This is an optimization exercise on Yosys and OpenROAD, whose aim is small area, not a production implementation.
RTL that was checked went through simulation tests only; none was proved equivalent to the original.
For runs 1 and 2, only the layout was checked, not whether the RTL still works.
Power figures rest on the tool's default switching activity, not on a simulated workload.

$ cat config.mk
export PLATFORM = sky130hd
export DESIGN_NAME = fdc_mapper
export DESIGN_NICKNAME = fdc_mapper
export VERILOG_FILES = /design/flow/design.v
export SDC_FILE = /design/flow/constraint.sdc
export NUM_CORES = 4
export LEC_CHECK = 0
export CAP_MARGIN = 20
export CORE_MARGIN = 2
export CORE_UTILIZATION = 40
export SLEW_MARGIN = 20
$ cat constraint.sdc
create_clock -name core_clock -period 25.0 [get_ports {clk}]
set_input_delay 5.0000 -clock core_clock [delete_from_list [all_inputs] [get_ports {clk}]]
set_output_delay 5.0000 -clock core_clock [all_outputs]
set_load 0.01 [all_outputs]
$ cat design.v
module fdc_mapper (
    input             clk,
    input             rst,           
    input             req_valid,
    output            req_ready,
    input      [7:0]  heads,
    input      [15:0] tracks,
    input      [15:0] spt,           
    input      [15:0] first_sector,
    input      [15:0] sector_size,
    input             interleaved,
    input             sides_swapped,
    input             reverse_side0,
    input             reverse_side1,
    input      [7:0]  track,
    input             side,
    input      [7:0]  sector,
    output reg        rsp_valid,
    output     [63:0] offset,
    output     [1:0]  err,           
    output            past_end       
);
    reg        busy;
    reg [2:0]  op;
    reg [5:0]  j;
    assign req_ready = ~busy;
    wire take = req_valid & ~busy;
    wire long_op = (op[1] & op[0]) | (op[2] & op[1]);    
    wire op_end  = long_op ? (j == 6'd40) : (j == 6'd24);
    wire first   = (j == 6'd0);
    wire ext     = (j > 6'd24);                           
    wire done    = busy & op_end & (op == 3'd7);
    always @(posedge clk) begin
        if (rst) begin
            busy      <= 1'b0;
            rsp_valid <= 1'b0;
        end else begin
            rsp_valid <= done;
            if (take)
                busy <= 1'b1;
            else if (done)
                busy <= 1'b0;
        end
        if (~busy | op_end)
            j <= 6'd0;
        else
            j <= j + 6'd1;
        if (~busy)
            op <= 3'd0;
        else if (op_end)
            op <= op + 3'd1;
    end
    reg [7:0]  H, TRK, D;
    reg [15:0] T, S, SS;
    reg        sp, rev, inter, below;
    wire [8:0] dcy;
    wire [8:0] dsub;
    assign dcy[0] = 1'b1;
    genvar k;
    generate
        for (k = 0; k < 8; k = k + 1) begin : g_dsub
            assign dsub[k]  = sector[k] ^ ~first_sector[k] ^ dcy[k];
            assign dcy[k+1] = (sector[k] & ~first_sector[k]) | (sector[k] & dcy[k]) | (~first_sector[k] & dcy[k]);
        end
    endgenerate
    assign dsub[8] = ~dcy[8];                      
    wire       sp_in = side ^ sides_swapped;
    always @(posedge clk) begin
        if (~busy) begin
            H     <= heads;
            T     <= tracks;
            S     <= spt;
            SS    <= sector_size;
            TRK   <= track;
            D     <= dsub[7:0];
            below <= dsub[8] | (|first_sector[15:8]);
            sp    <= sp_in;
            rev   <= sp_in ? reverse_side1 : reverse_side0;
            inter <= interleaved;
        end
    end
    wire e1   = sp & ~(|H);
    wire ssnz = |SS;
    reg  qneg, sx;
    wire nneg = sx;
    reg [56:0] R;
    wire tap = R[16];
    wire sp0 = first & sp;
    wire op_tp = ~op[1] & ~op[0];                  
    wire op_xn = ~op[1] &  op[0];                  
    wire op_nq = (op == 3'd2);
    wire op_q  = (op == 3'd3);
    wire op_n  = (op == 3'd6);
    wire op_p  = (op == 3'd7);
    wire b = (op_tp & (rev | first))
           | (op_xn & (inter ? tap : sp0))
           | (op_nq & ~j[5] & ~j[4] & ~j[3] & H[j[2:0]])
           | (op_q  & (ext ? sx : ~tap))
           | (op_n  & (ext ? sx : tap))
           | (op_p  & R[0] & ~e1 & ~below & ~nneg);
    wire cin = (op_xn & (inter ? sp0 : tap))
             | (op_nq & ~tap);
    wire        g_trk = b & op_tp;
    wire        g_h   = b & op_xn & inter;
    wire        g_t   = b & ((op_xn & ~inter) | op_nq);
    wire        g_s   = b & (op_q | op_n);
    wire        g_ss  = b & op_p;
    wire [15:0] bm = ({16{g_trk}} & {8'd0, TRK})
                   | ({16{g_h}}   & {8'd0, H})
                   | ({16{g_t}}   & T)
                   | ({16{g_s}}   & S)
                   | ({16{g_ss}}  & SS);
    wire        c_t = first & op_tp & rev;
    wire        c_d = first & (op_q | op_n);
    wire [15:0] A = ({16{~first}} & R[56:41])
                  | ({16{c_t}} & T)
                  | ({16{c_d}} & {8'd0, D});
    wire [16:0] cy;
    wire [15:0] sm;
    assign cy[0] = cin;
    genvar i;
    generate
        for (i = 0; i < 16; i = i + 1) begin : g_add
            assign sm[i]   = A[i] ^ bm[i] ^ cy[i];
            assign cy[i+1] = (A[i] & bm[i]) | (A[i] & cy[i]) | (bm[i] & cy[i]);
        end
    endgenerate
    wire [16:0] sum = {cy[16], sm};
    always @(posedge clk) begin
        R <= {sum, R[40:1]};
        if ((op_q | op_n) & (j == 6'd24)) sx <= b;
        if (op_n & op_end) sx <= sum[0];
        if (op_q & op_end) qneg <= sum[0];
    end
    assign offset   = {7'd0, R[56:0]};
    assign err      = e1 ? 2'd1 : below ? 2'd2 : (nneg & ssnz) ? 2'd3 : 2'd0;
    assign past_end = ~e1 & ~below & ~qneg & ssnz;
endmodule
$ cat flow/run.sh
#!/bin/bash
# The standard layout, with the smallest plain buffer on the ports and a
# clock tree of small buffers without dummy loads.
set -euo pipefail
export BUFFER_PORTS_ARGS="-buffer_cell sky130_fd_sc_hd__buf_1"
export CTS_ARGS="-sink_clustering_enable -repair_clock_nets -dont_use_dummy_load -buf_list sky130_fd_sc_hd__clkbuf_16 -sink_clustering_size 40 -sink_clustering_max_diameter 300"
bash standard.sh > standard.log 2>&1
$ cat standard.sh
#!/bin/bash
# synth_recipe.tcl (not shown) runs the flow's synth.tcl, then flattens the netlist and writes it again
# the make line also repeats each setting of config.mk as NAME=value (left out here)
make -C /OpenROAD-flow-scripts/flow DESIGN_CONFIG=/design/flow/config.mk WORK_HOME=/design/flow/orfs CLKGATE_MAP_FILE= SYNTH_SCRIPT=/design/flow/synth_recipe.tcl "${@:-finish}"
==> results of run 1 <==
-- area by class of cell --
type                       count  area [um2]
clock buffer                  17         425
inverter                      36         135
sequential                   146        3700
timing repair buffer         160         612
multi-input combinational    202        1710
fill                        1234        7010
tap                          180         225
-- how the worst max path moves through the flow --
stage                       to  depth (start not counted)  slack (ns)
2_1_floorplan  below$_DFFE_PN_                         11       16.78
3_5_place_dp   below$_DFFE_PN_                         12       16.52
5_1_grt        below$_DFFE_PN_                         12       16.77
3_3_place_gp   below$_DFFE_PN_                         12       16.59
4_1_cts        below$_DFFE_PN_                         12       16.96
6_report       below$_DFFE_PN_                         12       16.96
-- power by group through the flow --
stage | Clock (mW) | Sequential [mW] | Combinational, mW
2_1_floorplan | 0 | 0.341 | 0.0345
3_3_place_gp | 0 | 0.329 | 0.0899
3_5_place_dp | 0 | 0.331 | 0.0904
4_1_cts | 0.203 | 0.327 | 0.0912
5_1_grt | 0.211 | 0.332 | 0.102
6_report | 0.197 | 0.326 | 0.0894
-- state kept, by name (all words and copies together), names as in the netlist, 3 cells and up --
name / flops
D: 8
H: 8
R: 57
S: 16
SS: 16
T: 16
TRK: 8
j: 6
op: 3
-- critical path: stages --
cell and delay [ns]:
buf_1 0.07, inv_1 0.04, ha_1 0.18, fa_1 0.39, fa_1 0.39, fa_1 0.41, fa_1 0.40, fa_1 0.39
fa_1 0.39, fa_1 0.36, nor2_1 0.10, nand3_1 0.07
-- stage by stage --
| stage | cell area [um2] | setup slack [ns] | utilization | hold slack [ns] | instances |
|---|---|---|---|---|---|
| CTS | 6810 | 16.96 | 0.493 | 0.342 | 741 |
| finish | 6810 | 16.96 | 0.493 | 0.342 | 741 |
| global placement | 6390 | 16.59 | 0.462 | 0.335 | 724 |
| global route | 6810 | 16.77 | 0.493 | 0.350 | 741 |
| floorplan | 5670 | 16.78 | - | 0.382 | 405 |
| detailed placement | 6390 | 16.52 | 0.462 | 0.335 | 724 |
-- cell usage after synthesis (6+ instances only) --
| library cell | count |
|---|---|
| ha_1 | 9 |
| a221oi_1 | 8 |
| inv_1 | 36 |
| nand2_1 | 24 |
| clkbuf_1 | 8 |
| edfxtp_1 | 78 |
| a22o_1 | 8 |
| a31o_2 | 7 |
| dfxtp_1 | 68 |
| nor2_1 | 24 |
| a222oi_1 | 16 |
| and3_1 | 10 |
| nor4_1 | 6 |
| buf_4 | 9 |
| fa_1 | 23 |
-- cell families after synthesis --
kind of cell	Yosys count	share of synthesized area
compound gates	64	0.0992
buf+inv	57	0.0456
fa+ha+maj	32	0.101
xor+xnor	6	0.00930
flops	146	0.655
other cells	1	0.000664
mux	6	0.0131
simple gates	87	0.0755
-- metal layers --
layer / routed length, um / vias to the layer above
met5: 0 / -
met4: 206 / 0
met3: 743 / 20
met2: 6060 / 157
met1: 5190 / 1751
li1: - / 1756
-- cell usage in the layout (no fill, tap or decap), types with 5 or more instances in the layout --
master	count
buf_1	157
edfxtp_1	78
dfxtp_1	68
inv_1	35
nand2_1	24
nor2_1	24
fa_1	23
clkbuf_16	17
a222oi_1	16
and3_1	10
ha_1	9
a22o_1	8
a221oi_1	8
a31o_2	7
conb_1	7
nor4_1	6
nor3_1	5
nand3_1	5
==> metrics.cfg, run 1 <==
[detailed_routing]
drc = 0
ant_nets = 0
routed_wl_um = 12200
wl_per_cell_um = 16.5
dr.first_iter.drc_count = 228
num_vias = 3684
dr.pass1.iters = 5
vias_per_cell = 4.97

[clock_tree]
clk_path_buf_depth = 2
insertion_delay_ns = 0.41
cts_tree = yes
post_cts_buffers = 0
cts-resized-gates = 0
cts-htree-levels = 4
cts_buffers = 17
cts.sinks = 146
cts.clk_slew.worst_paths_ns = 0.05
cts.hold.buffers_added = 0
cts-root-buf = clkbuf_16

[global_route]
grt_overflow_total = 0
grt_max_degree = 80
grt_pass1_wl_um = 18600
first_global_vias = 3687
antenna_found_initial = 0
busiest_layer = met2
grt_use_met3 = 0.0539
grt_use_met2 = 0.276
grt_usage = 0.168
grt_use_met1 = 0.207

[pwr]
p_sw_mw = 0.160
powerDensity_mw_per_mm2 = 89.9
sequentialPowerShare = 0.533
power_frac_comb = 0.146
clkPwrFrac = 0.322
vdd_drop_max_uv = 63.4
power.total_mw = 0.613
switching_share = 0.262
p_int_mw = 0.452
p_leak_nw = 2.56

[min_path]
min-delay-start = R[20]$_DFF_P_
min_path_cells = 0
hold-path-endpoint = R[19]$_DFF_P_
min_path_type = reg2reg

[floorplan]
rows = 43
die_y_um = 123
die_x_um = 123
coreArea_mm2 = 0.0138
io_pins = 165
initial_core_util = 0.409
dieArea_mm2 = 0.0151

[yosys]
synth-main-ff-cell = edfxtp_1
yosysTopAreaCellShare = 0.414
synth.ff_latch_count = 146
synth_area_leaders = edfxtp_1, dfxtp_1, fa_1
syn_inst = 399
synth-edff-count = 78
synth_cell_type_count = 52
synth-async-reset-ratio = 0
seq_area_frac_synth = 0.655
synthesis.area_mm2 = 0.00565
yosys_warnings = 1
synth_top_area_cell = edfxtp_1
syn_avg_cell_area_um2 = 14.2

[placement]
port_buffers = 157
place.detailed.hpwl_um = 8820
gp_congestion = 0.792

[sta]
setup_tns_ns = 0
setup_violations = 0
fmax_mhz = 124
min_period_ns = 8.04
timing.slew.headroom = 0.350
rsz0062_at_grt = false
clock_skew_ns = 0.0227
hold_viol = 0
final_max_slew_viol_count = 0
period_share = 0.322
worst_slew_pin_slew_ns = 0.975

[final_layout]
fin_nets = 691
area_delta_synth_final_pct = 20.6
num_antenna_cells = 0
drive_gt1_frac = 0.0606

[worst_setup_path]
crit-reg2reg-launch = op[1]$_SDFFE_PN0P_
cp_max_fo = 1
critical_path_arrival_ns = 8.19
worst-r2r-cell-count = 24
worstPathRequired_ns = 25.15
start_kind = input pin
crit_type = in2reg
critPathLaunch = sector[0]
crit_path_end_kind = flop
r2r_slack_ns = 17.36
r2r_end = R[55]$_DFF_P_

[run]
drv_cap = 0

[status]
status = finished clean

==> run 2: changes to the inputs <==
==> flow/run.sh (replaced) <==
#!/bin/bash
# The standard layout, with the smallest plain buffer on the ports and a
# clock tree of small buffers without dummy loads.
set -euo pipefail
export BUFFER_PORTS_ARGS="-buffer_cell sky130_fd_sc_hd__buf_1"
export CTS_ARGS="-sink_clustering_enable -repair_clock_nets -dont_use_dummy_load -buf_list sky130_fd_sc_hd__clkbuf_8 -sink_clustering_size 30 -sink_clustering_max_diameter 200"
bash standard.sh > standard.log 2>&1
==> metrics.cfg, run 2 <==
[global_route]
grt_usage = 0.168  ; -0.000881
antenna_found_initial = 0  ; unchanged
grt_max_degree = 80  ; unchanged
grt_pass1_wl_um = 18500  ; -0.52%
grt_overflow_total = 0  ; unchanged
first_global_vias = 3680  ; -0.19%

[yosys]
synth_common_cells = edfxtp_1, dfxtp_1, inv_1, nand2_1, nor2_1
synthesis.area_mm2 = 0.00565  ; unchanged
syn_avg_cell_area_um2 = 14.2  ; unchanged
synth-async-reset-ratio = 0  ; unchanged
yosysTopAreaCellShare = 0.414  ; unchanged
synth_area_leaders = edfxtp_1, dfxtp_1, fa_1
synth-main-ff-cell = edfxtp_1
seq_area_frac_synth = 0.655  ; unchanged
synth_cell_type_count = 52  ; unchanged
synth_top_area_cell = edfxtp_1
syn_inst = 399  ; unchanged
synth.ff_latch_count = 146  ; unchanged
synth.most_common_cell = edfxtp_1
yosys_warnings = 1  ; unchanged
synth-edff-count = 78  ; unchanged

[sta]
setup_ws_ns = 16.98  ; +0.0205 ns
timing.slew.headroom = 0.347  ; -0.00270
period_share = 0.321  ; -0.000820
clock_skew_ns = 0.0204  ; -0.00224 ns
final_max_slew_viol_count = 0  ; unchanged
rsz0062_at_grt = false
setup_violations = 0  ; unchanged
min_period_ns = 8.02  ; -0.0205 ns
hold_viol = 0  ; unchanged
worst_slew_pin_slew_ns = 0.979  ; +0.00404 ns
fmax_mhz = 125  ; +0.26%
hold_ws_ns = 0.337  ; -0.00480 ns
setup_tns_ns = 0  ; unchanged

[status]
status = finished clean

[worst_setup_path]
cpMaxStageDelayCell = fa_1
critical_path_arrival_ns = 8.19  ; about the same
critPathLaunch = sector[0]
critical_path_buf_inv_count = 2  ; unchanged
crit-reg2reg-launch = op[1]$_SDFFE_PN0P_
worst-r2r-cell-count = 24  ; unchanged
crit_type = in2reg
r2r_slack_ns = 17.37  ; about the same
worstPathRequired_ns = 25.17  ; +0.02 ns
start_kind = input pin
cp.depth = 12  ; unchanged
r2r_end = R[55]$_DFF_P_
crit_path_end_kind = flop
cp_max_fo = 1  ; unchanged
path_cells = buf_1 -> inv_1 -> ha_1 -> fa_1 -> fa_1 -> fa_1 -> fa_1 -> fa_1 -> fa_1 -> fa_1 -> nor2_1 -> nand3_1
cpLargestDelayFamily = adder cells
cp_common_cell = fa_1
max_stage_delay_ns = 0.41  ; about the same

[final_layout]
fin_area_mm2 = 0.00662  ; -2.8%
fin_nets = 691  ; unchanged
fill_cells = 1249  ; +1.2%
largest_reg_flops = 57  ; unchanged
layout_common_cells = buf_1, edfxtp_1, dfxtp_1, inv_1
multi_input_area_mm2 = 0.00171  ; unchanged
layout.cells.non_filler = 741  ; unchanged
area_delta_synth_final_pct = 17.2
largest-register = R
drive_gt1_frac = 0.0606  ; unchanged
regArea_mm2 = 0.00370  ; unchanged
num_antenna_cells = 0  ; unchanged
final_common_cell = buf_1
final_util = 0.479  ; -0.0138

[detailed_routing]
vias_per_cell = 4.99  ; +0.35%
wl_per_cell_um = 16.4  ; -0.26%
dr.pass1.iters = 5  ; unchanged
dr.first_iter.drc_count = 204  ; -11%
ant_nets = 0  ; unchanged
num_vias = 3697  ; +0.35%
drc = 0  ; unchanged
routed_wl_um = 12200  ; -0.26%

[floorplan]
dieArea_mm2 = 0.0151  ; unchanged
rows = 43  ; unchanged
die_x_um = 123  ; unchanged
coreArea_mm2 = 0.0138  ; unchanged
io_pins = 165  ; unchanged
die_y_um = 123  ; unchanged
initial_core_util = 0.409  ; unchanged

[pwr]
p_leak_nw = 2.47  ; -3.4%
powerDensity_mw_per_mm2 = 82.7  ; -8.1%
power.total_mw = 0.548  ; -11%
vdd_drop_max_uv = 49.6  ; -22%

[clock_tree]
cts_tree = yes
cts-root-buf = clkbuf_8
cts_buffers = 17  ; unchanged
cts-resized-gates = 0  ; unchanged
cts-htree-levels = 4  ; unchanged
cts.hold.buffers_added = 0  ; unchanged
clk_path_buf_depth = 2  ; unchanged
cts.clk_slew.worst_paths_ns = 0.08  ; +0.03 ns
cts.sinks = 146  ; unchanged
post_cts_buffers = 0  ; unchanged
insertion_delay_ns = 0.43  ; +0.02 ns

[placement]
placed_cells = 724  ; unchanged
gp_congestion = 0.792  ; unchanged
place.detailed.hpwl_um = 8820  ; unchanged
post_dp_cell_area_mm2 = 0.00639  ; unchanged
port_buffers = 157  ; unchanged
post-place-ws_ns = 16.52  ; unchanged

[min_path]
hold-path-endpoint = R[33]$_DFF_P_
min-delay-start = R[34]$_DFF_P_
min_path_cells = 0  ; unchanged
min_path_type = reg2reg

[run]
drv_cap = 0  ; unchanged

run 2: cell count changes in the layout (fill, tap and decap cells not counted):
cell | before | now
clkbuf_16 | 17 | 0
clkbuf_8 | 0 | 17
run 2: kinds of logic (layout without fill, tap and decap cells):
logic type,Yosys count,after routing,synth area share
flip-flops,146,146,0.655
AND/OR/NAND/NOR,87,87,0.0755
AO/OA/AOI/OAI,64,64,0.0992
XOR/XNOR,6,6,0.00930
multiplexers,6,6,0.0131
buffers and inverters,57,213,0.0456
other,1,7,0.000664
adder cells (fa/ha/maj),32,32,0.101
run 2: worst reg2reg max path, stage by stage (launching register included):
cell       delay, ns
dfxtp_1         0.41
ha_1            0.29
ha_1            0.74
nand4bb_1       0.19
o211ai_1        0.30
a311oi_4        0.07
buf_4           0.23
a31o_2          0.25
fa_1            0.42
fa_1            0.40
fa_1            0.40
fa_1            0.40
fa_1            0.40
fa_1            0.41
fa_1            0.42
fa_1            0.37
inv_1           0.08
fa_1            0.20
fa_1            0.19
fa_1            0.19
fa_1            0.18
fa_1            0.18
fa_1            0.19
fa_1            0.22
fa_1            0.42
run 2: how the worst max path moves through the flow:
stage | to | slack, ns
after floorplan | below$_DFFE_PN_ | 16.78
after global placement | below$_DFFE_PN_ | 16.59
after detailed placement | below$_DFFE_PN_ | 16.52
after CTS | below$_DFFE_PN_ | 16.99
after global routing | below$_DFFE_PN_ | 16.80
final | below$_DFFE_PN_ | 16.98
run 2: routing by layer:
metal | wire length (um) | track usage
met5 | 0 | 0
met4 | 205 | 0.0560
met3 | 861 | 0.0567
met2 | 6030 | 0.275
met1 | 5080 | 0.208
run 2: area by class of cell:
type,count,area share
Sequential cell,146,0.559
Clock buffer,17,0.0353
Timing Repair Buffer,160,0.0924
Multi-Input combinational cell,202,0.259
Inverter,36,0.0204
Tap cell,180,0.0340
run 2: power by group:
part           internal [mW]  total, mW  switching, mW
clock                 0.0599      0.133         0.0726
combinational         0.0332     0.0895         0.0563
sequential             0.301      0.325         0.0243
total                  0.394      0.548          0.153
==> run 3: changes to the inputs <==
--- a/design.v
+++ b/design.v
@@ -51,7 +51,7 @@
             op <= op + 3'd1;
     end
     reg [7:0]  H, TRK, D;
-    reg [15:0] T, S, SS;
+    reg [15:0] S, SS;
     reg        sp, rev, inter, below;
     wire [8:0] dcy;
     wire [8:0] dsub;
@@ -68,7 +68,6 @@
     always @(posedge clk) begin
         if (~busy) begin
             H     <= heads;
-            T     <= tracks;
             S     <= spt;
             SS    <= sector_size;
             TRK   <= track;
@@ -84,6 +83,7 @@
     reg  qneg, sx;
     wire nneg = sx;
     reg [56:0] R;
+    wire [15:0] T = R[15:0];
     wire tap = R[16];
     wire sp0 = first & sp;
     wire op_tp = ~op[1] & ~op[0];                  
@@ -127,7 +127,11 @@
     endgenerate
     wire [16:0] sum = {cy[16], sm};
     always @(posedge clk) begin
-        R <= {sum, R[40:1]};
+        R[56:16] <= {sum, R[40:17]};
+        if (~busy)
+            R[15:0] <= tracks;
+        else if (op[2] & op[1])
+            R[15:0] <= R[16:1];
         if ((op_q | op_n) & (j == 6'd24)) sx <= b;
         if (op_n & op_end) sx <= sum[0];
         if (op_q & op_end) qneg <= sum[0];
==> flow/run.sh (replaced) <==
#!/bin/bash
# The standard layout, with the smallest plain buffer on the ports and a
# clock tree of small buffers without dummy loads.
set -euo pipefail
export BUFFER_PORTS_ARGS="-buffer_cell sky130_fd_sc_hd__buf_1"
export CTS_ARGS="-sink_clustering_enable -repair_clock_nets -dont_use_dummy_load -buf_list sky130_fd_sc_hd__clkbuf_8"
bash standard.sh > standard.log 2>&1
==> metrics.cfg, run 3 <==
[status]
status = finished clean

[sta]
setup_tns_ns = 0  ; unchanged
fmax_mhz = 124  ; -0.23%
clock_skew_ns = 0.0190  ; -0.00145 ns
rsz0062_at_grt = false
min_period_ns = 8.04  ; +0.0185 ns
setup_ws_ns = 16.96  ; -0.0185 ns
timing.slew.headroom = 0.387  ; +0.0404
hold_viol = 0  ; unchanged
worst_slew_pin_slew_ns = 0.916  ; -0.0636 ns
setup_violations = 0  ; unchanged
final_max_slew_viol_count = 0  ; unchanged
period_share = 0.321  ; +0.000740

[detailed_routing]
num_vias = 3771  ; +2.0%
wl_per_cell_um = 17.7  ; +8.0%
dr.first_iter.drc_count = 311  ; +52%
routed_wl_um = 13100  ; +7.4%
dr.pass1.iters = 6  ; +1
ant_nets = 0  ; unchanged
drc = 0  ; unchanged
vias_per_cell = 5.12  ; +2.6%

[worst_setup_path]
critical_path_arrival_ns = 8.20  ; about the same
cp_max_fo = 1  ; unchanged
start_kind = input pin
crit_type = in2reg
worstPathRequired_ns = 25.16  ; about the same
crit_path_end_kind = flop

[placement]
post-place-ws_ns = 16.52  ; -0.00690 ns
gp_congestion = 0.801  ; +1.2%
port_buffers = 157  ; unchanged
place.detailed.hpwl_um = 9640  ; +9.2%

[floorplan]
initial_core_util = 0.412  ; +0.00361
io_pins = 165  ; unchanged
die_x_um = 121  ; -1.3%
die_y_um = 121  ; -1.3%
coreArea_mm2 = 0.0133  ; -3.5%
rows = 42  ; -2.3%
dieArea_mm2 = 0.0147  ; -2.5%

[yosys]
synth_common_cells = edfxtp_1, dfxtp_1, inv_1, nor2_1, nand2_1
syn_avg_cell_area_um2 = 13.8  ; -2.6%
synth-main-ff-cell = edfxtp_1
synth_top_area_cell = edfxtp_1
synth.most_common_cell = edfxtp_1
synth-edff-count = 78  ; unchanged
synth_cell_type_count = 46  ; -12%
seq_area_frac_synth = 0.615  ; -0.0406
synth_area_leaders = edfxtp_1, dfxtp_1, fa_1
yosysTopAreaCellShare = 0.426  ; +0.0111
synthesis.area_mm2 = 0.00550  ; -2.6%
synth-async-reset-ratio = 0  ; unchanged
synth.ff_latch_count = 130  ; -11%
syn_inst = 399  ; unchanged
yosys_warnings = 1  ; unchanged

[clock_tree]
cts-htree-levels = 4  ; unchanged
cts_buffers = 17  ; unchanged
cts.sinks = 130  ; -11%
cts_tree = yes
cts.hold.buffers_added = 0  ; unchanged
post_cts_buffers = 0  ; unchanged
cts-resized-gates = 0  ; unchanged
cts-root-buf = clkbuf_8
insertion_delay_ns = 0.44  ; about the same
cts.clk_slew.worst_paths_ns = 0.07  ; about the same
clk_path_buf_depth = 2  ; unchanged

[final_layout]
drive_gt1_frac = 0.0927  ; +0.0321
area_delta_synth_final_pct = 17.8
fin_nets = 691  ; unchanged
final_common_cell = buf_1
top_regs = R (57), SS (16), S (16)
layout_common_cells = buf_1, edfxtp_1, dfxtp_1, inv_1, nor2_1
largest_reg_flops = 57  ; unchanged
largest-register = R
fill_cells = 1252  ; +0.24%
final_util = 0.486  ; +0.00670
num_antenna_cells = 0  ; unchanged

[global_route]
first_global_vias = 3779  ; +2.7%
antenna_found_initial = 0  ; unchanged
grt_usage = 0.185  ; +0.0171
grt_overflow_total = 0  ; unchanged
grt_pass1_wl_um = 19800  ; +7.0%
grt_max_degree = 66  ; -18%

[min_path]
min_path_type = reg2reg

[pwr]
powerDensity_mw_per_mm2 = 77.7  ; -6.0%
p_leak_nw = 2.41  ; -2.3%
power.total_mw = 0.504  ; -8.0%
vdd_drop_max_uv = 34.1  ; -31%

[run]
drv_cap = 0  ; unchanged

-- run 3: logic make-up (layout without fill, tap and decap cells) --
kind of cell,after synthesis,in the layout,synth area share
XOR/XNOR,6,6,0.00955
buffers and inverters,58,214,0.0466
AO/OA/AOI/OAI,63,63,0.0971
flip-flops,130,130,0.615
multiplexers,23,23,0.0521
adder cells (fa/ha/maj),32,32,0.104
AND/OR/NAND/NOR,86,86,0.0752
other,1,7,0.000681
-- run 3: path summary, 6_finish.rpt --
check / endpoint / cells past startpoint / slack (ns) / startpoint
worst max-delay path: below$_DFFE_PN_ / 12 / 16.96 / sector[0]
worst min-delay path: R[32]$_DFF_P_ / 0 / 0.35 / R[33]$_DFF_P_
worst max register to register: R[55]$_DFF_P_ / 22 / 17.21 / j[0]$_SDFF_PP0_
worst min register to register: R[32]$_DFF_P_ / 0 / 0.35 / R[33]$_DFF_P_
-- run 3: where the power goes --
part | switching [mW] | leakage (nW) | internal [mW]
logic | 0.0546 | 1.08 | 0.0339
clock network | 0.0659 | 0.122 | 0.0596
registers | 0.0224 | 1.21 | 0.268
total | 0.143 | 2.41 | 0.361
-- run 3: final cells by class --
| class | count | area, um2 | area share |
|---|---|---|---|
| flip-flops and latches | 130 | 3380 | 0.522 |
| clock buffers | 17 | 234 | 0.0361 |
| well taps | 176 | 220 | 0.0340 |
| multi-input cells | 217 | 1890 | 0.291 |
| repair buffers | 162 | 627 | 0.0967 |
| inverters | 35 | 131 | 0.0203 |
-- run 3: routing by layer --
layer	wire length [um]	global-route usage
met3	894	0.0550
met4	234	0.0826
met2	6650	0.307
met5	0	0
met1	5290	0.221
-- run 3: critical path, stage by stage --
cell and delay (ns):
buf_1 0.07, inv_1 0.04, ha_1 0.18, fa_1 0.38
fa_1 0.40, fa_1 0.40, fa_1 0.40, fa_1 0.40
fa_1 0.39, fa_1 0.36, nor2_1 0.09, nand3_1 0.08
-- run 3: metrics by stage --
| step | hold WS (ns) | instance area [um2] | cells |
|---|---|---|---|
| 2_1_floorplan | 0.382 | 5530 | 405 |
| 3_3_place_gp | 0.334 | 6250 | 720 |
| 3_5_place_dp | 0.335 | 6250 | 720 |
| 4_1_cts | 0.352 | 6480 | 737 |
| 5_1_grt | 0.356 | 6480 | 737 |
| 6_report | 0.348 | 6480 | 737 |
==> run 4: changes to the inputs <==
--- a/design.v
+++ b/design.v
@@ -50,20 +50,19 @@
         else if (op_end)
             op <= op + 3'd1;
     end
-    reg [7:0]  H, TRK, D;
+    reg [7:0]  H, TRK, ND;                 
     reg [15:0] S, SS;
     reg        sp, rev, inter, below;
     wire [8:0] dcy;
-    wire [8:0] dsub;
-    assign dcy[0] = 1'b1;
+    wire [7:0] nd;
+    assign dcy[0] = 1'b0;
     genvar k;
     generate
         for (k = 0; k < 8; k = k + 1) begin : g_dsub
-            assign dsub[k]  = sector[k] ^ ~first_sector[k] ^ dcy[k];
-            assign dcy[k+1] = (sector[k] & ~first_sector[k]) | (sector[k] & dcy[k]) | (~first_sector[k] & dcy[k]);
+            assign nd[k]    = first_sector[k] ^ ~sector[k] ^ dcy[k];
+            assign dcy[k+1] = (first_sector[k] & ~sector[k]) | (first_sector[k] & dcy[k]) | (~sector[k] & dcy[k]);
         end
     endgenerate
-    assign dsub[8] = ~dcy[8];                      
     wire       sp_in = side ^ sides_swapped;
     always @(posedge clk) begin
         if (~busy) begin
@@ -71,8 +70,8 @@
             S     <= spt;
             SS    <= sector_size;
             TRK   <= track;
-            D     <= dsub[7:0];
-            below <= dsub[8] | (|first_sector[15:8]);
+            ND    <= nd;
+            below <= dcy[8] | (|first_sector[15:8]);
             sp    <= sp_in;
             rev   <= sp_in ? reverse_side1 : reverse_side0;
             inter <= interleaved;
@@ -114,7 +113,7 @@
     wire        c_d = first & (op_q | op_n);
     wire [15:0] A = ({16{~first}} & R[56:41])
                   | ({16{c_t}} & T)
-                  | ({16{c_d}} & {8'd0, D});
+                  | ({16{c_d}} & {8'd0, ~ND});
     wire [16:0] cy;
     wire [15:0] sm;
     assign cy[0] = cin;
==> metrics.cfg, run 4 <==
[floorplan]
io_pins = 165  ; unchanged
die_y_um = 121  ; about the same
rows = 42  ; unchanged
dieArea_mm2 = 0.0147  ; about the same
initial_core_util = 0.412  ; about the same
die_x_um = 121  ; about the same
coreArea_mm2 = 0.0133  ; unchanged

[sta]
clock_skew_ns = 0.0204  ; +0.00140 ns
final_max_slew_viol_count = 0  ; unchanged
hold_ws_ns = 0.334  ; -0.0146 ns
fmax_mhz = 126  ; +1.1%
setup_violations = 0  ; unchanged
timing.slew.headroom = 0.280  ; -0.108
rsz0062_at_grt = false
setup_tns_ns = 0  ; unchanged
period_share = 0.318  ; -0.00335
worst_slew_pin_slew_ns = 1.08  ; +0.165 ns
hold_viol = 0  ; unchanged
min_period_ns = 7.95  ; -0.0838 ns

[worst_setup_path]
cpMaxStageDelayCell = fa_1
critical_path_arrival_ns = 8.10  ; -0.10 ns
max_stage_delay_ns = 0.43  ; +0.03 ns
cp_common_cell = fa_1
cp_max_fo = 1  ; unchanged
crit_type = in2reg
path_cells = buf_1 -> inv_1 -> ha_1 -> inv_1 -> fa_1 -> fa_1 -> fa_1 -> fa_1 -> fa_1 -> fa_1 -> inv_1 -> fa_1
worstPathRequired_ns = 25.15  ; about the same
crit_path_end_kind = flop
start_kind = input pin

[placement]
gp_congestion = 0.819  ; +2.3%
place.detailed.hpwl_um = 9620  ; -0.18%
port_buffers = 157  ; unchanged
placed_cells = 722  ; +0.28%

[yosys]
synth_common_cells = edfxtp_1, dfxtp_1, inv_1, nor2_1, nand2_1
synth-main-ff-cell = edfxtp_1
synth_cell_type_count = 51  ; +11%
synth-edff-count = 78  ; unchanged
synth.most_common_cell = edfxtp_1
synthesis.area_mm2 = 0.00550  ; about the same
seq_area_frac_synth = 0.615  ; about the same
syn_avg_cell_area_um2 = 13.7  ; -0.79%
syn_inst = 402  ; +0.75%
synth-async-reset-ratio = 0  ; unchanged
synth.ff_latch_count = 130  ; unchanged
synth_top_area_cell = edfxtp_1
synth_area_leaders = edfxtp_1, dfxtp_1, fa_1
yosys_warnings = 1  ; unchanged
yosysTopAreaCellShare = 0.426  ; about the same

[detailed_routing]
wl_per_cell_um = 17.5  ; -1.1%
routed_wl_um = 13000  ; -0.83%
wl_met2_um = 6010  ; -9.7%
maxUsedRoutingLayer = met4
vias_per_cell = 5.13  ; +0.26%
num_vias = 3791  ; +0.53%
ant_nets = 0  ; unchanged
dr.pass1.iters = 5  ; -1
drc = 0  ; unchanged
wl_met3_um = 1110  ; +25%
dr.first_iter.drc_count = 327  ; +5.1%
met1_length_um = 5720  ; +8.2%

[clock_tree]
cts-root-buf = clkbuf_8
cts_tree = yes
cts-resized-gates = 0  ; unchanged
cts.clk_slew.worst_paths_ns = 0.06  ; about the same
cts.sinks = 130  ; unchanged
cts.hold.buffers_added = 0  ; unchanged
post_cts_buffers = 0  ; unchanged
clk_path_buf_depth = 2  ; unchanged
insertion_delay_ns = 0.44  ; about the same
cts_buffers = 17  ; unchanged
cts-htree-levels = 4  ; unchanged

[pwr]
powerDensity_mw_per_mm2 = 78.0  ; +0.32%
p_sw_mw = 0.143  ; about the same
switching_share = 0.283  ; -0.000509
clkPwrFrac = 0.247  ; -0.002
sequentialPowerShare = 0.575  ; about the same
p_int_mw = 0.362  ; +0.26%
p_leak_nw = 2.36  ; -2.2%
power_frac_comb = 0.178  ; +0.002
vdd_drop_max_uv = 49.3  ; +44%

[global_route]
grt_overflow_total = 0  ; unchanged
grt_pass1_wl_um = 19900  ; +0.18%
grt_max_degree = 66  ; unchanged
grt_usage = 0.184  ; -0.000407
first_global_vias = 3789  ; +0.26%
antenna_found_initial = 0  ; unchanged

[min_path]
min_path_type = reg2reg

[final_layout]
area_delta_synth_final_pct = 17.7  ; about the same
fill_cells = 1280  ; +2.2%
num_antenna_cells = 0  ; unchanged
multi_input_area_mm2 = 0.00189  ; +0.13%
largest_reg_flops = 57  ; unchanged
layout.cells.non_filler = 739  ; +0.27%
fin_nets = 693  ; +0.29%
top_regs = R (57), SS (16), S (16)
drive_gt1_frac = 0.0924  ; -0.000329
final_common_cell = buf_1
regArea_mm2 = 0.00338  ; unchanged
layout_common_cells = buf_1, edfxtp_1, dfxtp_1, inv_1, nor2_1
largest-register = R

[status]
status = finished clean

[run]
drv_cap = 0  ; unchanged

run 4: changes by cell type in the layout (fill, tap and decap cells not counted), sizes merged, moves of 2 or more:
cell | previous run | this run
and3 | 10 | 1
nor3 | 3 | 11
nor2 | 26 | 31
a21oi | 7 | 4
nand2b | 0 | 3
buf | 162 | 160
mux2 | 19 | 17
run 4: final timing paths:
kind,slack [ns],cells after the start,from,end
hold reg to reg,0.33,0,R[31]$_DFF_P_,R[30]$_DFF_P_
setup reg to reg,17.20,23,j[1]$_SDFF_PP0_,R[55]$_DFF_P_
hold / removal,0.33,0,R[31]$_DFF_P_,R[30]$_DFF_P_
setup / recovery,17.05,12,sector[0],ND[7]$_DFFE_PN_
run 4: final cells by class:
class                      count  share of cell area
sequential                   130               0.523
tap                          176              0.0340
timing repair buffer         160              0.0945
multi-input combinational    220               0.292
clock buffer                  17              0.0361
inverter                      36              0.0209
run 4: power by group through the flow:
| stage | clock network [mW] | registers, mW | logic, mW |
|---|---|---|---|
| 3_3_place_gp | 0 | 0.294 | 0.0878 |
| 6_report | 0.125 | 0.290 | 0.0897 |
| 5_1_grt | 0.139 | 0.295 | 0.0998 |
| 4_1_cts | 0.130 | 0.291 | 0.0908 |
| 2_1_floorplan | 0 | 0.302 | 0.0388 |
| 3_5_place_dp | 0 | 0.295 | 0.0904 |
run 4: critical path: cells and delay by family:
kind / cells / cell delay (ns)
fa+ha+maj: 8 / 2.87
buf+inv: 4 / 0.24
run 4: metal layers:
metal | up-vias | track usage
li1 | 1767 | -
met1 | 1828 | 0.243
met2 | 186 | 0.284
met3 | 10 | 0.0700
met4 | 0 | 0.0539
met5 | - | 0
run 4: stage by stage:
step           setup slack, ns  power (mW)   util  area, um2
2_1_floorplan            16.84       0.341      -       5520
3_3_place_gp             16.71       0.381  0.467       6240
3_5_place_dp             16.60       0.385  0.467       6240
4_1_cts                  16.91       0.511  0.485       6470
5_1_grt                  16.76       0.533  0.485       6470
6_report                 17.05       0.505  0.485       6470
run 4: logic make-up (layout without fill, tap and decap cells):
| kind of cell | count (synthesis) | after routing | share of synthesized area |
|---|---|---|---|
| multiplexers | 22 | 22 | 0.0498 |
| adder cells (fa/ha/maj) | 32 | 32 | 0.104 |
| flip-flops | 130 | 130 | 0.615 |
| XOR/XNOR | 6 | 6 | 0.00955 |
| buffers and inverters | 58 | 213 | 0.0469 |
| AO/OA/AOI/OAI | 59 | 59 | 0.0946 |
| AND/OR/NAND/NOR | 94 | 94 | 0.0794 |
| other | 1 | 7 | 0.000682 |
==> run 5: changes to the inputs <==
==> flow/run.sh (replaced) <==
#!/bin/bash
# The standard layout, with the smallest plain buffer on the ports and a
# clock tree of small buffers without dummy loads.
set -euo pipefail
export BUFFER_PORTS_ARGS="-buffer_cell sky130_fd_sc_hd__buf_1"
export CTS_ARGS="-sink_clustering_enable -repair_clock_nets -dont_use_dummy_load -root_buf sky130_fd_sc_hd__clkbuf_16 -buf_list sky130_fd_sc_hd__clkbuf_4"
bash standard.sh > standard.log 2>&1
==> metrics.cfg, run 5 <==
[worst_setup_path]
r2r_end = R[55]$_DFF_P_
critical_path_arrival_ns = 8.10  ; about the same
path_cells = buf_1 -> inv_1 -> ha_1 -> inv_1 -> fa_1 -> fa_1 -> fa_1 -> fa_1 -> fa_1 -> fa_1 -> inv_1 -> fa_1
max_stage_delay_ns = 0.42  ; about the same
r2r_slack_ns = 17.19  ; about the same
crit_path_end_kind = flop
cpLargestDelayFamily = adder cells
critical_path_buf_inv_count = 4  ; unchanged
cp.depth = 12  ; unchanged
cp_common_cell = fa_1
crit-reg2reg-launch = j[1]$_SDFF_PP0_
cpMaxStageDelayCell = fa_1
cp_max_fo = 1  ; unchanged
worstPathRequired_ns = 25.08  ; -0.07 ns
worst-r2r-cell-count = 23  ; unchanged
start_kind = input pin
crit_type = in2reg

[final_layout]
final_util = 0.478  ; -0.00666
regArea_mm2 = 0.00338  ; unchanged
largest-register = R
final_common_cell = buf_1
fill_cells = 1293  ; +1.0%
fin_nets = 693  ; unchanged
largest_reg_flops = 57  ; unchanged
num_antenna_cells = 0  ; unchanged
fin_area_mm2 = 0.00638  ; -1.4%
drive_gt1_frac = 0.0924  ; unchanged
layout_common_cells = buf_1, edfxtp_1, dfxtp_1, inv_1, nor2_1
multi_input_area_mm2 = 0.00189  ; unchanged
layout.cells.non_filler = 739  ; unchanged
top_regs = R (57), SS (16), S (16)
area_delta_synth_final_pct = 16.1

[detailed_routing]
ant_nets = 0  ; unchanged
wl_per_cell_um = 17.5  ; -0.45%
drc = 0  ; unchanged
dr.first_iter.drc_count = 268  ; -18%
vias_per_cell = 5.12  ; -0.16%
num_vias = 3785  ; -0.16%
dr.pass1.iters = 5  ; unchanged
routed_wl_um = 12900  ; -0.45%

[pwr]
switching_share = 0.291  ; +0.00751
power.total_mw = 0.478  ; -5.4%
p_int_mw = 0.339  ; -6.4%
sequentialPowerShare = 0.607  ; +0.032
p_leak_nw = 2.32  ; -1.5%
powerDensity_mw_per_mm2 = 74.8  ; -4.1%
p_sw_mw = 0.139  ; -2.9%
clkPwrFrac = 0.207  ; -0.040
power_frac_comb = 0.186  ; +0.008
vdd_drop_max_uv = 42.3  ; -14%

[global_route]
grt_max_degree = 66  ; unchanged
first_global_vias = 3783  ; -0.16%
grt_usage = 0.183  ; -0.00172
antenna_found_initial = 0  ; unchanged
grt_pass1_wl_um = 19800  ; -0.42%
grt_overflow_total = 0  ; unchanged

[placement]
placed_cells = 722  ; unchanged
gp_congestion = 0.819  ; unchanged
port_buffers = 157  ; unchanged
place.detailed.hpwl_um = 9620  ; unchanged
post_dp_cell_area_mm2 = 0.00624  ; unchanged

[floorplan]
initial_core_util = 0.412  ; unchanged
rows = 42  ; unchanged
die_y_um = 121  ; unchanged
coreArea_mm2 = 0.0133  ; unchanged
die_x_um = 121  ; unchanged
io_pins = 165  ; unchanged
dieArea_mm2 = 0.0147  ; unchanged

[clock_tree]
cts.clk_slew.worst_paths_ns = 0.09  ; +0.03 ns
cts_buffers = 17  ; unchanged
insertion_delay_ns = 0.37  ; -0.07 ns
cts.hold.buffers_added = 0  ; unchanged
clk_path_buf_depth = 2  ; unchanged
cts-htree-levels = 4  ; unchanged
cts-root-buf = clkbuf_16
post_cts_buffers = 0  ; unchanged
cts.sinks = 130  ; unchanged
cts_tree = yes
cts-resized-gates = 0  ; unchanged

[sta]
period_share = 0.321  ; +0.00266
setup_violations = 0  ; unchanged
min_period_ns = 8.02  ; +0.0665 ns
timing.slew.headroom = 0.315  ; +0.0355
worst_slew_pin_slew_ns = 1.03  ; -0.0533 ns
hold_viol = 0  ; unchanged
clock_skew_ns = 0.0333  ; +0.0129 ns
setup_tns_ns = 0  ; unchanged
rsz0062_at_grt = false
final_max_slew_viol_count = 0  ; unchanged
fmax_mhz = 125  ; -0.83%

[min_path]
min_path_cells = 0  ; unchanged
min_path_type = reg2reg
min-delay-start = R[31]$_DFF_P_
hold-path-endpoint = R[30]$_DFF_P_

[yosys]
synth-main-ff-cell = edfxtp_1
syn_avg_cell_area_um2 = 13.7  ; unchanged
synth_common_cells = edfxtp_1, dfxtp_1, inv_1, nor2_1, nand2_1
syn_inst = 402  ; unchanged
synth.most_common_cell = edfxtp_1
synth_cell_type_count = 51  ; unchanged
synth_top_area_cell = edfxtp_1
seq_area_frac_synth = 0.615  ; unchanged
synth-async-reset-ratio = 0  ; unchanged
synth-edff-count = 78  ; unchanged
synthesis.area_mm2 = 0.00550  ; unchanged
synth_area_leaders = edfxtp_1, dfxtp_1, fa_1
yosysTopAreaCellShare = 0.426  ; unchanged
synth.ff_latch_count = 130  ; unchanged
yosys_warnings = 1  ; unchanged

[run]
drv_cap = 0  ; unchanged

[status]
status = finished clean

## run 5: cell counts after synthesis
No cell type changed its count.
## run 5: metal layers
| layer | global-route usage | wire (um) |
|---|---|---|
| met1 | 0.244 | 5630 |
| met2 | 0.280 | 5900 |
| met3 | 0.0653 | 1240 |
| met4 | 0.0553 | 136 |
| met5 | 0 | 0 |
## run 5: stage by stage
stage / worst slack, ns / hold slack, ns
5_1_grt: 16.74 / 0.340
3_3_place_gp: 16.71 / 0.333
6_report: 16.98 / 0.330
2_1_floorplan: 16.84 / 0.382
3_5_place_dp: 16.60 / 0.339
4_1_cts: 16.90 / 0.335
## run 5: worst max path at each step
stage | startpoint | endpoint | slack, ns
5_1_grt | j[1]$_SDFF_PP0_ | R[55]$_DFF_P_ | 16.74
6_report | sector[0] | ND[7]$_DFFE_PN_ | 16.98
4_1_cts | j[1]$_SDFF_PP0_ | R[55]$_DFF_P_ | 16.90
3_3_place_gp | sector[0] | ND[7]$_DFFE_PN_ | 16.71
2_1_floorplan | sector[0] | ND[7]$_DFFE_PN_ | 16.84
3_5_place_dp | sector[0] | ND[7]$_DFFE_PN_ | 16.60
## run 5: layout make-up
cell class / count / share of cell area
flip-flops and latches: 130 / 0.530
multi-input cells: 220 / 0.296
well taps: 176 / 0.0345
clock buffers: 17 / 0.0227
inverters: 36 / 0.0212
repair buffers: 160 / 0.0958
## run 5: power groups by stage
| stage | combinational, mW | sequential [mW] | clock [mW] |
|---|---|---|---|
| floorplan | 0.0388 | 0.302 | 0 |
| global placement | 0.0878 | 0.294 | 0 |
| detailed placement | 0.0904 | 0.295 | 0 |
| CTS | 0.0908 | 0.290 | 0.103 |
| global route | 0.0998 | 0.294 | 0.112 |
| finish | 0.0891 | 0.290 | 0.0987 |
## run 5: cell families (layout without fill, tap and decap cells)
kind of cell,count (synthesis),after routing,share of synthesized area
flops,130,130,0.615
fa+ha+maj,32,32,0.104
compound gates,59,59,0.0946
xor+xnor,6,6,0.00955
buf+inv,58,213,0.0469
simple gates,94,94,0.0794
mux,22,22,0.0498
other cells,1,7,0.000682
==> run 6: changes to the inputs <==
--- a/design.v
+++ b/design.v
@@ -85,6 +85,7 @@
     wire [15:0] T = R[15:0];
     wire tap = R[16];
     wire sp0 = first & sp;
+    wire rot = ~j[5] & ~j[4];                      
     wire op_tp = ~op[1] & ~op[0];                  
     wire op_xn = ~op[1] &  op[0];                  
     wire op_nq = (op == 3'd2);
@@ -92,24 +93,24 @@
     wire op_n  = (op == 3'd6);
     wire op_p  = (op == 3'd7);
     wire b = (op_tp & (rev | first))
-           | (op_xn & (inter ? tap : sp0))
-           | (op_nq & ~j[5] & ~j[4] & ~j[3] & H[j[2:0]])
+           | (op_xn & tap)
+           | (op_nq & rot & R[0])
            | (op_q  & (ext ? sx : ~tap))
            | (op_n  & (ext ? sx : tap))
            | (op_p  & R[0] & ~e1 & ~below & ~nneg);
-    wire cin = (op_xn & (inter ? sp0 : tap))
+    wire cin = (op_xn & inter & sp0)
              | (op_nq & ~tap);
     wire        g_trk = b & op_tp;
-    wire        g_h   = b & op_xn & inter;
-    wire        g_t   = b & ((op_xn & ~inter) | op_nq);
+    wire        g_h   = b & ((op_xn & inter) | op_nq);
+    wire        g_one = b & op_xn & ~inter;
     wire        g_s   = b & (op_q | op_n);
     wire        g_ss  = b & op_p;
     wire [15:0] bm = ({16{g_trk}} & {8'd0, TRK})
                    | ({16{g_h}}   & {8'd0, H})
-                   | ({16{g_t}}   & T)
+                   | {15'd0, g_one}
                    | ({16{g_s}}   & S)
                    | ({16{g_ss}}  & SS);
-    wire        c_t = first & op_tp & rev;
+    wire        c_t = first & ((op_tp & rev) | (op_xn & ~inter & sp));
     wire        c_d = first & (op_q | op_n);
     wire [15:0] A = ({16{~first}} & R[56:41])
                   | ({16{c_t}} & T)
@@ -129,8 +130,8 @@
         R[56:16] <= {sum, R[40:17]};
         if (~busy)
             R[15:0] <= tracks;
-        else if (op[2] & op[1])
-            R[15:0] <= R[16:1];
+        else if (op[2] & op[1] | op_nq & rot)
+            R[15:0] <= {op_nq ? R[0] : R[16], R[15:1]};
         if ((op_q | op_n) & (j == 6'd24)) sx <= b;
         if (op_n & op_end) sx <= sum[0];
         if (op_q & op_end) qneg <= sum[0];
==> metrics.cfg, run 6 <==
[global_route]
first_global_vias = 3737  ; -1.2%
antenna_found_initial = 0  ; unchanged
grt_pass1_wl_um = 19400  ; -2.2%
grt_max_degree = 66  ; unchanged
grt_overflow_total = 0  ; unchanged
grt_usage = 0.178  ; -0.00413

[final_layout]
largest_reg_flops = 57  ; unchanged
drive_gt1_frac = 0.0836  ; -0.00873
area_delta_synth_final_pct = 15.5
top_regs = R (57), SS (16), S (16)
final_util = 0.476  ; -0.00253
num_antenna_cells = 0  ; unchanged
fin_nets = 680  ; -1.9%
fill_cells = 1223  ; -5.4%
final_common_cell = buf_1
layout_common_cells = buf_1, edfxtp_1, dfxtp_1, inv_1, fa_1
largest-register = R

[sta]
min_period_ns = 8.71  ; +0.691 ns
setup_violations = 0  ; unchanged
clock_skew_ns = 0.0419  ; +0.00858 ns
rsz0062_at_grt = false
period_share = 0.348  ; +0.0276
hold_ws_ns = 0.313  ; -0.0171 ns
timing.slew.headroom = 0.459  ; +0.144
setup_tns_ns = 0  ; unchanged
fmax_mhz = 115  ; -7.9%
hold_viol = 0  ; unchanged
final_max_slew_viol_count = 0  ; unchanged
worst_slew_pin_slew_ns = 0.812  ; -0.216 ns

[placement]
place.detailed.hpwl_um = 9580  ; -0.45%
port_buffers = 157  ; unchanged
gp_congestion = 0.819  ; about the same

[detailed_routing]
num_vias = 3739  ; -1.2%
vias_per_cell = 5.15  ; +0.55%
drc = 0  ; unchanged
dr.pass1.iters = 5  ; unchanged
maxUsedRoutingLayer = met4
wl_met3_um = 865  ; -30%
dr.first_iter.drc_count = 332  ; +24%
wl_per_cell_um = 17.5  ; +0.44%
routed_wl_um = 12700  ; -1.3%
met1_length_um = 5360  ; -4.8%
wl_met2_um = 6350  ; +7.6%
ant_nets = 0  ; unchanged

[clock_tree]
insertion_delay_ns = 0.36  ; about the same
cts_buffers = 17  ; unchanged
post_cts_buffers = 0  ; unchanged
cts-resized-gates = 0  ; unchanged
cts-root-buf = clkbuf_16
cts_tree = yes
cts.sinks = 130  ; unchanged
cts-htree-levels = 4  ; unchanged
cts.hold.buffers_added = 0  ; unchanged
cts.clk_slew.worst_paths_ns = 0.09  ; about the same
clk_path_buf_depth = 2  ; unchanged

[pwr]
sequentialPowerShare = 0.608  ; about the same
p_int_mw = 0.337  ; -0.44%
vdd_drop_max_uv = 38.2  ; -9.8%
p_sw_mw = 0.138  ; -0.68%
powerDensity_mw_per_mm2 = 75.1  ; +0.41%
power.total_mw = 0.475  ; -0.51%
power_frac_comb = 0.180  ; -0.006
p_leak_nw = 2.31  ; -0.37%
switching_share = 0.290  ; -0.000486
clkPwrFrac = 0.211  ; +0.004

[yosys]
yosysTopAreaCellShare = 0.428  ; +0.00185
synth-main-ff-cell = edfxtp_1
synth-async-reset-ratio = 0  ; unchanged
synth_cell_type_count = 51  ; unchanged
synth_area_leaders = edfxtp_1, dfxtp_1, fa_1
syn_avg_cell_area_um2 = 14.0  ; +2.4%
synth.most_common_cell = edfxtp_1
synth_common_cells = edfxtp_1, dfxtp_1, inv_1, fa_1, nand2_1
synth_top_area_cell = edfxtp_1
seq_area_frac_synth = 0.618  ; +0.00267
synthesis.area_mm2 = 0.00548  ; -0.43%
synth-edff-count = 78  ; unchanged
synth.ff_latch_count = 130  ; unchanged
syn_inst = 391  ; -2.7%
yosys_warnings = 1  ; unchanged

[worst_setup_path]
critical_path_arrival_ns = 8.93  ; +0.83 ns
start_kind = flop
crit-reg2reg-launch = op[0]$_SDFFE_PN0P_
crit_type = reg2reg
r2r_end = R[55]$_DFF_P_
r2r_slack_ns = 16.29  ; -0.90 ns
worstPathRequired_ns = 25.22  ; +0.14 ns
crit_path_end_kind = flop
cp_max_fo = 19  ; +18
worst-r2r-cell-count = 23  ; unchanged

[floorplan]
die_x_um = 121  ; -0.21%
initial_core_util = 0.412  ; about the same
coreArea_mm2 = 0.0133  ; -0.39%
rows = 42  ; unchanged
die_y_um = 121  ; -0.21%
io_pins = 165  ; unchanged
dieArea_mm2 = 0.0146  ; -0.41%

[status]
status = finished clean

[min_path]
min_path_cells = 0  ; unchanged
hold-path-endpoint = R[16]$_DFF_P_
min-delay-start = R[17]$_DFF_P_
min_path_type = reg2reg

[run]
drv_cap = 0  ; unchanged

==> run 6: cell families (layout without fill, tap and decap cells) <==
| group | Yosys count | in the layout | share of synthesized area |
|---|---|---|---|
| adders and majority gates | 32 | 32 | 0.105 |
| DFF | 130 | 130 | 0.618 |
| other | 1 | 7 | 0.000685 |
| xor gates and xnor gates | 5 | 5 | 0.00800 |
| AOI/OAI and AO/OA | 73 | 73 | 0.106 |
| muxes | 19 | 19 | 0.0386 |
| buffers and inverters | 55 | 208 | 0.0516 |
| and+or+nand+nor | 76 | 76 | 0.0726 |
==> run 6: final cells by class <==
class                      count  area (um2)  area share
clock buffer                  17         145      0.0229
inverter                      29         109      0.0172
multi-input combinational    212        1840       0.291
sequential                   130        3380       0.535
tap                          176         220      0.0348
timing repair buffer         162         627      0.0991
==> run 6: how the worst max path moves through the flow <==
| stage | cells past startpoint | end | start | slack [ns] |
|---|---|---|---|---|
| finish | 23 | R[55]$_DFF_P_ | op[0]$_SDFFE_PN0P_ | 16.29 |
| global route | 23 | R[55]$_DFF_P_ | op[0]$_SDFFE_PN0P_ | 16.00 |
| CTS | 23 | R[55]$_DFF_P_ | op[0]$_SDFFE_PN0P_ | 16.33 |
| detailed placement | 23 | R[55]$_DFF_P_ | op[1]$_SDFFE_PN0P_ | 16.35 |
| global placement | 23 | R[55]$_DFF_P_ | op[1]$_SDFFE_PN0P_ | 16.56 |
| floorplan | 11 | ND[7]$_DFFE_PN_ | sector[0] | 16.84 |
==> run 6: power groups by stage <==
| stage | sequential [mW] | combinational [mW] | clock [mW] |
|---|---|---|---|
| 4_1_cts | 0.289 | 0.0869 | 0.104 |
| 2_1_floorplan | 0.301 | 0.0375 | 0 |
| 5_1_grt | 0.293 | 0.0957 | 0.112 |
| 3_3_place_gp | 0.293 | 0.0852 | 0 |
| 6_report | 0.289 | 0.0857 | 0.100 |
| 3_5_place_dp | 0.294 | 0.0862 | 0 |
==> run 6: metrics by stage <==
stage               instance area [um2]  instances  setup WS, ns
finish                             6330        726         16.29
global route                       6330        726         16.00
CTS                                6330        726         16.33
detailed placement                 6180        709         16.35
global placement                   6180        709         16.56
floorplan                          5500        397         16.84
==> run 6: routing by layer <==
| metal | up-vias | global-route usage |
|---|---|---|
| li1 | 1748 | - |
| met1 | 1814 | 0.227 |
| met2 | 165 | 0.292 |
| met3 | 12 | 0.0536 |
| met4 | 0 | 0.0574 |
| met5 | - | 0 |
==> run 6: worst max-delay path, stage by stage, from the launching register on <==
cell	delay (ns)
dfxtp_1	0.36
ha_1	0.25
ha_1	0.47
nor4b_1	0.29
a221oi_2	0.23
buf_4	0.25
a32o_1	0.18
fa_1	0.17
inv_1	0.05
fa_1	0.37
fa_1	0.39
fa_1	0.39
fa_1	0.40
fa_1	0.40
fa_1	0.40
fa_1	0.40
fa_1	0.40
fa_1	0.40
fa_1	0.42
fa_1	0.47
fa_1	0.46
fa_1	0.46
fa_1	0.46
fa_1	0.48
==> run 7: changes to the inputs <==
--- a/design.v
+++ b/design.v
@@ -41,28 +41,18 @@
             else if (done)
                 busy <= 1'b0;
         end
-        if (~busy | op_end)
+        if (rst | ~busy | op_end)
             j <= 6'd0;
         else
             j <= j + 6'd1;
-        if (~busy)
+        if (rst | ~busy)
             op <= 3'd0;
         else if (op_end)
             op <= op + 3'd1;
     end
-    reg [7:0]  H, TRK, ND;                 
+    reg [7:0]  H, TRK, D;
     reg [15:0] S, SS;
     reg        sp, rev, inter, below;
-    wire [8:0] dcy;
-    wire [7:0] nd;
-    assign dcy[0] = 1'b0;
-    genvar k;
-    generate
-        for (k = 0; k < 8; k = k + 1) begin : g_dsub
-            assign nd[k]    = first_sector[k] ^ ~sector[k] ^ dcy[k];
-            assign dcy[k+1] = (first_sector[k] & ~sector[k]) | (first_sector[k] & dcy[k]) | (~sector[k] & dcy[k]);
-        end
-    endgenerate
     wire       sp_in = side ^ sides_swapped;
     always @(posedge clk) begin
         if (~busy) begin
@@ -70,8 +60,8 @@
             S     <= spt;
             SS    <= sector_size;
             TRK   <= track;
-            ND    <= nd;
-            below <= dcy[8] | (|first_sector[15:8]);
+            D     <= sm[7:0];
+            below <= ~cy[8] | (|first_sector[15:8]);
             sp    <= sp_in;
             rev   <= sp_in ? reverse_side1 : reverse_side0;
             inter <= interleaved;
@@ -92,13 +82,14 @@
     wire op_q  = (op == 3'd3);
     wire op_n  = (op == 3'd6);
     wire op_p  = (op == 3'd7);
-    wire b = (op_tp & (rev | first))
+    wire b = busy & (op_tp & (rev | first))
            | (op_xn & tap)
            | (op_nq & rot & R[0])
            | (op_q  & (ext ? sx : ~tap))
            | (op_n  & (ext ? sx : tap))
            | (op_p  & R[0] & ~e1 & ~below & ~nneg);
-    wire cin = (op_xn & inter & sp0)
+    wire cin = ~busy
+             | (op_xn & inter & sp0)
              | (op_nq & ~tap);
     wire        g_trk = b & op_tp;
     wire        g_h   = b & ((op_xn & inter) | op_nq);
@@ -109,12 +100,14 @@
                    | ({16{g_h}}   & {8'd0, H})
                    | {15'd0, g_one}
                    | ({16{g_s}}   & S)
-                   | ({16{g_ss}}  & SS);
-    wire        c_t = first & ((op_tp & rev) | (op_xn & ~inter & sp));
+                   | ({16{g_ss}}  & SS)
+                   | ({16{~busy}} & {8'd0, ~first_sector[7:0]});
+    wire        c_t = busy & first & ((op_tp & rev) | (op_xn & ~inter & sp));
     wire        c_d = first & (op_q | op_n);
     wire [15:0] A = ({16{~first}} & R[56:41])
                   | ({16{c_t}} & T)
-                  | ({16{c_d}} & {8'd0, ~ND});
+                  | ({16{c_d}} & {8'd0, D})
+                  | ({16{~busy}} & {8'd0, sector});
     wire [16:0] cy;
     wire [15:0] sm;
     assign cy[0] = cin;
==> metrics.cfg, run 7 <==
[sta]
final_max_slew_viol_count = 0  ; unchanged
setup_tns_ns = 0  ; unchanged
rsz0062_at_grt = false
setup_ws_ns = 12.81  ; -3.48 ns
timing.slew.headroom = 0.398  ; -0.0609
clock_skew_ns = 0.0293  ; -0.0126 ns
worst_slew_pin_slew_ns = 0.903  ; +0.0913 ns
setup_violations = 0  ; unchanged
min_period_ns = 12.19  ; +3.48 ns
period_share = 0.488  ; +0.139
fmax_mhz = 82.0  ; -29%
hold_viol = 0  ; unchanged

[final_layout]
top_regs = R (57), SS (16), S (16)
largest_reg_flops = 57  ; unchanged
final_common_cell = buf_1
regArea_mm2 = 0.00338  ; unchanged
multi_input_area_mm2 = 0.00182  ; -1.0%
fin_area_mm2 = 0.00623  ; -1.5%
area_delta_synth_final_pct = 15.4  ; about the same
fin_nets = 679  ; -0.15%
drive_gt1_frac = 0.102  ; +0.0187
layout.cells.non_filler = 733  ; +0.96%
num_antenna_cells = 0  ; unchanged
fill_cells = 1206  ; -1.4%
layout_common_cells = buf_1, edfxtp_1, dfxtp_1, nor2_1, nand2_1
largest-register = R

[clock_tree]
cts.sinks = 130  ; unchanged
post_cts_buffers = 0  ; unchanged
cts-resized-gates = 0  ; unchanged
cts_tree = yes
insertion_delay_ns = 0.36  ; about the same
cts.clk_slew.worst_paths_ns = 0.09  ; about the same
clk_path_buf_depth = 2  ; unchanged
cts_buffers = 17  ; unchanged
cts.hold.buffers_added = 0  ; unchanged
cts-htree-levels = 4  ; unchanged
cts-root-buf = clkbuf_16

[detailed_routing]
num_vias = 3669  ; -1.9%
dr.first_iter.drc_count = 238  ; -28%
vias_per_cell = 5.01  ; -2.8%
drc = 0  ; unchanged
dr.pass1.iters = 4  ; -1
routed_wl_um = 12700  ; -0.58%
wl_per_cell_um = 17.3  ; -1.5%
ant_nets = 0  ; unchanged

[yosys]
seq_area_frac_synth = 0.627  ; +0.00902
synth-edff-count = 78  ; unchanged
synth.most_common_cell = edfxtp_1
synth_area_leaders = edfxtp_1, dfxtp_1, fa_1
synth_common_cells = edfxtp_1, dfxtp_1, nor2_1, nand2_1
synth-main-ff-cell = edfxtp_1
syn_avg_cell_area_um2 = 13.6  ; -3.2%
synth.ff_latch_count = 130  ; unchanged
syn_inst = 398  ; +1.8%
synth_cell_type_count = 57  ; +12%
yosysTopAreaCellShare = 0.434  ; +0.00624
synthesis.area_mm2 = 0.00540  ; -1.4%
yosys_warnings = 1  ; unchanged
synth-async-reset-ratio = 0  ; unchanged
synth_top_area_cell = edfxtp_1

[worst_setup_path]
worst-r2r-cell-count = 23  ; unchanged
crit_type = in2reg
start_kind = input pin
critical_path_arrival_ns = 12.42  ; +3.49 ns
crit-reg2reg-launch = op[0]$_SDFFE_PP0P_
worstPathRequired_ns = 25.23  ; about the same
crit_path_end_kind = flop
cp_max_fo = 2  ; -17
critPathLaunch = first_sector[0]

[floorplan]
rows = 42  ; unchanged
initial_core_util = 0.409  ; -0.00269
coreArea_mm2 = 0.0132  ; -0.79%
io_pins = 165  ; unchanged
die_y_um = 120  ; -0.70%
dieArea_mm2 = 0.0144  ; -1.4%
die_x_um = 120  ; -0.70%

[global_route]
grt_pass1_wl_um = 19600  ; +1.1%
grt_usage = 0.183  ; +0.00446
first_global_vias = 3706  ; -0.83%
grt_overflow_total = 0  ; unchanged
antenna_found_initial = 0  ; unchanged
grt_max_degree = 71  ; +7.6%

[pwr]
vdd_drop_max_uv = 46.2  ; +21%
power.total_mw = 0.456  ; -4.1%
powerDensity_mw_per_mm2 = 73.1  ; -2.7%
p_leak_nw = 2.24  ; -3.0%

[run]
drv_cap = 0  ; unchanged

[status]
status = finished clean

[placement]
post-place-ws_ns = 12.43  ; -3.91 ns
place.detailed.hpwl_um = 9460  ; -1.3%
gp_congestion = 0.824  ; +0.52%
placed_cells = 716  ; +0.99%
port_buffers = 157  ; unchanged
post_dp_cell_area_mm2 = 0.00609  ; -1.5%

[min_path]
min_path_cells = 0  ; unchanged
min-delay-start = R[17]$_DFF_P_
min_path_type = reg2reg

## run 7: cell types whose count changed after synthesis, sizes merged, moves of 3 or more
| cell | previous run | this run |
|---|---|---|
| fa | 23 | 16 |
| inv | 29 | 11 |
| or2 | 0 | 10 |
| buf | 20 | 16 |
| a222oi | 8 | 0 |
| a221oi | 2 | 7 |
| clkbuf | 6 | 9 |
| nor2 | 17 | 40 |
| a22oi | 16 | 10 |
| a21oi | 14 | 19 |
| nand2 | 18 | 25 |
| nor3 | 11 | 4 |
## run 7: worst paths after layout
path                   endpoint  slack, ns
setup / recovery  R[55]$_DFF_P_      12.81
hold / removal    R[16]$_DFF_P_       0.35
setup reg to reg  R[55]$_DFF_P_      15.74
hold reg to reg   R[16]$_DFF_P_       0.35
## run 7: metrics by stage
step / utilization / hold WS, ns
2_1_floorplan: - / 0.382
6_report: 0.472 / 0.350
3_3_place_gp: 0.461 / 0.334
4_1_cts: 0.472 / 0.348
3_5_place_dp: 0.461 / 0.333
5_1_grt: 0.472 / 0.350
## run 7: kinds of logic after synthesis
group	share of synthesized area
compound gates	0.0978
xor+xnor	0.00974
fa+ha+maj	0.0779
buf+inv	0.0406
flops	0.627
mux	0.0408
other cells	0.000695
simple gates	0.106
## run 7: critical path: stages
cell and delay (ns):
buf_1 0.06, or2_2 0.11, a21boi_0 0.17, a32o_1 0.22, fa_1 0.21, inv_1 0.06
fa_1 0.38, fa_1 0.41, fa_1 0.40, fa_1 0.40, fa_1 0.42, fa_1 0.40
fa_1 0.45, fa_1 0.47, fa_1 0.46, fa_1 0.46, fa_1 0.46, fa_1 0.47
fa_1 0.47, fa_1 0.47, fa_1 0.48
## run 7: routing by layer
layer,wire length (um),global-route usage,share of wire
met3,908,0.0524,0.072
met5,0,0,0
met4,280,0.0713,0.022
met2,6020,0.289,0.48
met1,5460,0.239,0.43
## run 7: final cells by class
type                       count  share of cell area
sequential                   130               0.543
multi-input combinational    238               0.293
timing repair buffer         161              0.0994
tap                          176              0.0353
clock buffer                  17              0.0233
inverter                      11             0.00663
## run 7: power by group
| group | switching (mW) | leakage [nW] | internal (mW) |
|---|---|---|---|
| logic | 0.0447 | 0.946 | 0.0274 |
| clock network | 0.0624 | 0.0859 | 0.0372 |
| registers | 0.0185 | 1.21 | 0.266 |
| total | 0.126 | 2.24 | 0.330 |

[afterwards: timing with drivers on the ports]
The results above use ideal ports. As a check the final layouts listed here were re-extracted and re-timed, cells and wires unchanged. Step 1, drivers: a clkbuf_16 drives clk and a buf_2 each remaining input, both assumed. Step 2 moves the port delays by t, midway between the first and last clock arrival at a register: inputs arrive t later, outputs are due t later. That takes back most of the time a late clock gives input paths. Three values: ideal ports, drivers, drivers and shift; two values: the first two.
run | t (ns) | setup WS [ns] | worst hold slack (ns) | worst data-port slew with drivers (ns)
run 1 | 0.441 | 16.961 / 16.977 / 16.536 | 0.342 / 0.342 / 0.342 | 0.05
run 2 | 0.459 | 16.981 / 16.994 / 16.535 | 0.337 / 0.337 / 0.337 | 0.05
run 3 | 0.469 | 16.963 / 16.976 / 16.508 | 0.348 / 0.348 / 0.348 | 0.06
run 4 | 0.464 | 17.046 / 17.059 / 16.595 | 0.334 / 0.334 / 0.334 | 0.04
run 5 | 0.391 | 16.980 / 16.996 / 16.605 | 0.330 / 0.330 / 0.330 | 0.04
run 6 | 0.384 | 16.289 / 16.289 / 16.289 | 0.313 / 0.313 / 0.313 | 0.05
run 7 | 0.384 | 12.809 / 12.817 / 12.433 | 0.350 / 0.350 / 0.350 | 0.06
After both steps every run listed still meets setup and hold. For run 3, which loses most, drivers alone change the setup slack by +0.013 ns; drivers and shift together by -0.455 ns.
